Background: an optimization exercise with open tools, aiming at small area, a short achievable clock period and few clock cycles per item. Do not read the settings as production practice. Where RTL was checked, it was by simulation tests only, not by an equivalence proof against the original.

Setup of run 1:
==> flow/design.v <==
module ntc_temp (
    input  wire        clk,
    input  wire        rst,
    input  wire        start,
    input  wire [15:0] vref,
    input  wire [15:0] vntc,
    input  wire [31:0] toff,
    output wire        ready,
    output wire        done,
    output reg         err,
    output reg  [31:0] result
);
    localparam [2:0] S_IDLE = 3'd0, S_NORM = 3'd1, S_LN = 3'd2, S_DIV = 3'd3, S_FIN = 3'd4, S_DONE = 3'd5;
    localparam [36:0] K1M  = 37'd45713176761;    
    localparam [36:0] LN2  = 37'd2977044472;     
    localparam [36:0] NLN2 = ~LN2 + 37'd1;       
    localparam [37:0] NC273 = ~38'd17901158 + 38'd1;   
    reg  [2:0]  state;
    reg  [4:0]  k;
    reg  [37:0] g;         
    reg  [15:0] t;
    reg  [36:0] acc;       
    reg  [13:0] q;         
    wire [29:0] qq = {t, q};
    wire is_idle = (state == S_IDLE);
    wire is_norm = (state == S_NORM);
    wire is_ln   = (state == S_LN);
    wire is_div  = (state == S_DIV);
    wire is_fin  = (state == S_FIN);
    wire is_done = (state == S_DONE);
    assign ready = is_idle | is_done;
    assign done  = is_done;
    wire a_zero = (g[26:11] == 16'd0);
    wire b_zero = (t == 16'd0);
    wire a_n    = g[26];
    wire b_n    = t[15];
    wire init   = is_norm & a_n & b_n;
    wire a_ge_b = (g[26:11] >= t);
    function [36:0] lnc;
        input [4:0] kk;
        begin
            case (kk)
                5'd0:  lnc = 37'd2977044472;
                5'd1:  lnc = 37'd1741459379;
                5'd2:  lnc = 37'd958394255;
                5'd3:  lnc = 37'd505874286;
                5'd4:  lnc = 37'd260380768;
                5'd5:  lnc = 37'd132163268;
                5'd6:  lnc = 37'd66589974;
                5'd7:  lnc = 37'd33424039;
                5'd8:  lnc = 37'd16744533;
                5'd9:  lnc = 37'd8380427;
                5'd10: lnc = 37'd4192257;
                5'd11: lnc = 37'd2096640;
                5'd12: lnc = 37'd1048448;
                5'd13: lnc = 37'd524256;
                5'd14: lnc = 37'd262136;
                5'd15: lnc = 37'd131070;
                default: lnc = 37'd1 << (6'd32 - {1'b0, kk});
            endcase
        end
    endfunction
    reg [4:0] kstop;
    always @(*) begin
        casez (acc[36:29])
            8'b1???????: kstop = 5'd16;
            8'b011?????: kstop = 5'd17;
            8'b010?????: kstop = 5'd18;
            8'b0011????: kstop = 5'd19;
            8'b0010????: kstop = 5'd20;
            8'b00011???: kstop = 5'd21;
            8'b00010???: kstop = 5'd22;
            8'b000011??: kstop = 5'd23;
            8'b000010??: kstop = 5'd24;
            8'b0000011?: kstop = 5'd25;
            8'b0000010?: kstop = 5'd27;
            8'b00000011: kstop = 5'd28;
            8'b00000010: kstop = 5'd29;
            default:     kstop = 5'd30;
        endcase
    end
    wire last = is_ln & (k >= kstop);
    reg [37:0] rem0;
    reg [6:0]  mark;
    always @(*) begin
        if      (acc >= 37'd56908316672) begin rem0 = 38'd113413980160; mark = 7'b1000000; end
        else if (acc >= 37'd28454158336) begin rem0 = 38'd56706990080;  mark = 7'b0100000; end
        else if (acc >= 37'd14227079168) begin rem0 = 38'd28353495040;  mark = 7'b0010000; end
        else if (acc >= 37'd7113539584)  begin rem0 = 38'd14176747520;  mark = 7'b0001000; end
        else if (acc >= 37'd3556769792)  begin rem0 = 38'd7088373760;   mark = 7'b0000100; end
        else if (acc >= 37'd1778384896)  begin rem0 = 38'd3544186880;   mark = 7'b0000010; end
        else                             begin rem0 = 38'd1772093440;   mark = 7'b0000001; end
    end
    wire [29:0] shl = g[29:0] >> k[3:0];    
    wire [37:0] sh  = (k[4] == 1'b0) ? {8'd0, shl} : 38'd0;
    wire [37:0] cen = 38'd1 << (5'd31 - k);
    wire [37:0] x2  = (is_ln | is_norm) ? sh :
                      is_div ? ~cen :
                      {8'd0, qq};
    wire [37:0] m   = is_div ? {1'b0, acc} :
                      is_fin ? {6'd0, result} :
                      (is_ln | a_ge_b) ? {10'd0, t, 12'd0} : {11'd0, t, 11'd0};
    wire [37:0] mn  = ~m;
    wire [37:0] sv  = g ^ x2 ^ mn;
    wire [37:0] cv  = (g & x2) | (g & mn) | (x2 & mn);
    wire [37:0] s   = sv + {cv[36:0], is_div} + 38'd1;
    wire        take = ~s[37];
    wire [36:0] acc_add = acc + ((is_norm & ~init) ? (a_n ? LN2 : NLN2) : lnc(k));
    always @(posedge clk) begin
        if (rst) begin
            state <= S_IDLE;
        end else begin
            case (state)
                S_IDLE, S_DONE: state <= start ? S_NORM : S_IDLE;
                S_FIN: state <= S_DONE;
                S_NORM: begin
                    if (a_zero | b_zero) begin
                        err   <= 1'b1;
                        state <= S_DONE;
                    end else if (init) begin
                        state <= S_LN;
                    end
                end
                S_LN:  if (last) state <= S_DIV;
                S_DIV: if (qq[29]) begin
                    err   <= 1'b0;
                    state <= S_FIN;
                end
                default: state <= S_IDLE;
            endcase
        end
    end
    always @(posedge clk) begin
        if (ready)
            g <= {11'd0, vntc, 11'd0};
        else if (last)
            g <= rem0;
        else if (is_div & qq[29])
            g <= NC273;
        else if (is_norm & ~init) begin
            if (~a_n) g <= {g[36:0], 1'b0};
        end else if (take | init)
            g <= {s[36:0], 1'b0};
        else
            g <= {g[36:0], 1'b0};
        if (ready)
            t <= vref;
        else if (init)
            t <= g[26:11];
        else if (last)
            t <= 16'd0;
        else if ((is_norm & ~b_n) | is_div)
            t <= {t[14:0], is_div & q[13]};
        if (ready)
            acc <= K1M;
        else if ((is_norm & ~init & (a_n ^ b_n)) | (init & a_ge_b) | (is_ln & take))
            acc <= acc_add;
        if (ready)
            k <= 5'd0;
        else if (init | (is_ln & ~last))
            k <= k + 5'd1;
        if (last)
            q <= {7'd0, mark};
        else
            q <= {q[12:0], take & is_div};
        if (ready)
            result <= toff;
        else if (is_fin)
            result <= s[31:0];
    end
endmodule
clock: 11.0 ns
lec_check: 0
cap_margin: 20
core_margin: 2
core_utilization: 40
place_density: 0.6
setup_slack_margin: 5
slew_margin: 20
run.sh (not shown) runs the stock make flow with config.mk's settings and CLKGATE_MAP_FILE= SYNTH_SCRIPT=/design/flow/synth_recipe.tcl, a recipe that flattens the netlist after the stock synthesis.
The final layout from run 1, which completed every stage, passed the timing, design-rule and antenna checks at the end of the flow.
Relative to run 1, the following input files were edited for run 2:
--- a/flow/design.v
+++ b/flow/design.v
@@ -9,7 +9,7 @@
     output wire        done,
     output reg         err,
-    output reg  [31:0] result
+    output wire [31:0] result
 );
-    localparam [2:0] S_IDLE = 3'd0, S_NORM = 3'd1, S_LN = 3'd2, S_DIV = 3'd3, S_FIN = 3'd4, S_DONE = 3'd5;
+    localparam [2:0] S_IDLE = 3'd0, S_NORM = 3'd1, S_LN = 3'd2, S_DIV = 3'd3, S_FIN = 3'd4;
     localparam [36:0] K1M  = 37'd45713176761;    
     localparam [36:0] LN2  = 37'd2977044472;     
@@ -21,6 +21,6 @@
     reg  [15:0] t;
     reg  [36:0] acc;       
-    reg  [13:0] q;         
-    wire [29:0] qq = {t, q};
+    reg  [29:0] q;         
+    reg  [31:0] toffr;
     wire is_idle = (state == S_IDLE);
     wire is_norm = (state == S_NORM);
@@ -28,13 +28,12 @@
     wire is_div  = (state == S_DIV);
     wire is_fin  = (state == S_FIN);
-    wire is_done = (state == S_DONE);
-    assign ready = is_idle | is_done;
-    assign done  = is_done;
-    wire a_zero = (g[26:11] == 16'd0);
+    assign ready = is_idle | is_fin;
+    assign done  = is_fin;
+    wire a_zero = (g[32:17] == 16'd0);
     wire b_zero = (t == 16'd0);
-    wire a_n    = g[26];
+    wire a_n    = g[32];
     wire b_n    = t[15];
     wire init   = is_norm & a_n & b_n;
-    wire a_ge_b = (g[26:11] >= t);
+    wire a_ge_b = (g[32:17] >= t);
     function [36:0] lnc;
         input [4:0] kk;
@@ -92,13 +91,12 @@
         else                             begin rem0 = 38'd1772093440;   mark = 7'b0000001; end
     end
-    wire [29:0] shl = g[29:0] >> k[3:0];    
-    wire [37:0] sh  = (k[4] == 1'b0) ? {8'd0, shl} : 38'd0;
+    wire [37:0] sh  = (k[4] == 1'b0) ? (g >> k[3:0]) : 38'd0;
     wire [37:0] cen = 38'd1 << (5'd31 - k);
     wire [37:0] x2  = (is_ln | is_norm) ? sh :
                       is_div ? ~cen :
-                      {8'd0, qq};
+                      {8'd0, q};
     wire [37:0] m   = is_div ? {1'b0, acc} :
-                      is_fin ? {6'd0, result} :
-                      (is_ln | a_ge_b) ? {10'd0, t, 12'd0} : {11'd0, t, 11'd0};
+                      is_fin ? {6'd0, toffr} :
+                      (is_ln | a_ge_b) ? {4'd0, t, 18'd0} : {5'd0, t, 17'd0};
     wire [37:0] mn  = ~m;
     wire [37:0] sv  = g ^ x2 ^ mn;
@@ -106,4 +104,5 @@
     wire [37:0] s   = sv + {cv[36:0], is_div} + 38'd1;
     wire        take = ~s[37];
+    assign result = s[31:0];
     wire [36:0] acc_add = acc + ((is_norm & ~init) ? (a_n ? LN2 : NLN2) : lnc(k));
     always @(posedge clk) begin
@@ -112,10 +111,9 @@
         end else begin
             case (state)
-                S_IDLE, S_DONE: state <= start ? S_NORM : S_IDLE;
-                S_FIN: state <= S_DONE;
+                S_IDLE, S_FIN: state <= start ? S_NORM : S_IDLE;
                 S_NORM: begin
                     if (a_zero | b_zero) begin
                         err   <= 1'b1;
-                        state <= S_DONE;
+                        state <= S_FIN;
                     end else if (init) begin
                         state <= S_LN;
@@ -123,5 +121,5 @@
                 end
                 S_LN:  if (last) state <= S_DIV;
-                S_DIV: if (qq[29]) begin
+                S_DIV: if (q[29]) begin
                     err   <= 1'b0;
                     state <= S_FIN;
@@ -133,8 +131,8 @@
     always @(posedge clk) begin
         if (ready)
-            g <= {11'd0, vntc, 11'd0};
+            g <= {5'd0, vntc, 17'd0};
         else if (last)
             g <= rem0;
-        else if (is_div & qq[29])
+        else if (is_div & q[29])
             g <= NC273;
         else if (is_norm & ~init) begin
@@ -147,9 +145,7 @@
             t <= vref;
         else if (init)
-            t <= g[26:11];
-        else if (last)
-            t <= 16'd0;
-        else if ((is_norm & ~b_n) | is_div)
-            t <= {t[14:0], is_div & q[13]};
+            t <= g[32:17];
+        else if (is_norm & ~b_n)
+            t <= {t[14:0], 1'b0};
         if (ready)
             acc <= K1M;
@@ -161,11 +157,9 @@
             k <= k + 5'd1;
         if (last)
-            q <= {7'd0, mark};
+            q <= {23'd0, mark};
         else
-            q <= {q[12:0], take & is_div};
+            q <= {q[28:0], take & is_div};
         if (ready)
-            result <= toff;
-        else if (is_fin)
-            result <= s[31:0];
+            toffr <= toff;
     end
 endmodule
--- outcome ---
- Run 2: all stages complete, timing, DRC and antenna checks passed
- Re mux share of post-synthesis cell area: run 2 and run 1 aren't equal, and the higher value belongs to run 2.
- Post-synthesis to final-layout area growth, run 2 and run 1: larger value in run 2
- On total nets after synthesis: between run 2 and run 1, it ends up higher for run 2.
- Comparing run 2 and run 1, the higher worst hold slack was measured on run 1.
- Looking at first-pass iteration count of the detailed router, run 2 sits 3 below run 1.
- Register share of the cell area (higher): run 1
- Run 2 reports its highest-delay cell along the critical path as sky130_fd_sc_hd__edfxtp_1 while run 1 reports sky130_fd_sc_hd__fa_1.
- Run 2 reports its critical path start-end classification as flop to primary output while run 1 reports flop to flop.
- Delta (run 2 minus run 1): total detailed-routing wirelength grew by 12%.
- Run comparison: run 2 last element of the critical path result[28]; run 1 last element of the critical path g[33]$_SDFFE_PP0P_
- Re ratio of final minimum period to clock period: run 2 and run 1 aren't equal, and the higher value belongs to run 2.
- Number of non-clock inverters is lower on run 2
- Core utilization, run 2 and run 1: lower on run 1
Testbench counts of run 2, summed over its fixed seeds: cycles 74,047, items 1,600.
Only the layout flow was run in run 1; the RTL was not checked for function there.

-- static timing again, ports no longer ideal --
No port has a modelled driver above. Below, the same layouts with a new extraction and two added sets of constraints.
Step 1: set_driving_cell puts a clkbuf_16 on clk and a buf_2 on each other input, an assumption about the parent block.
Step 2 adds t to the input delays and takes it off the output delays; t is the mean of the earliest and latest rising clock arrival at the registers after step 1. Input paths then give back, and output paths get back, about the clock's delay inside the block.
Three values: ideal ports, drivers, drivers and shift; two values: the first two.
run | t, ns | setup slack, ns | slew at the worst register clock pin (ns) | worst slew at a driven data input, ns | cell pins on the clock port's net
run 1 | 0.524 | 4.987 / 4.987 / 4.987 | 0.07 / 0.07 | 0.05 | 1
run 2 | 0.512 | 3.480 / 3.424 / 3.936 | 0.08 / 0.08 | 0.05 | 1
After both steps setup and hold are still met in every run listed.
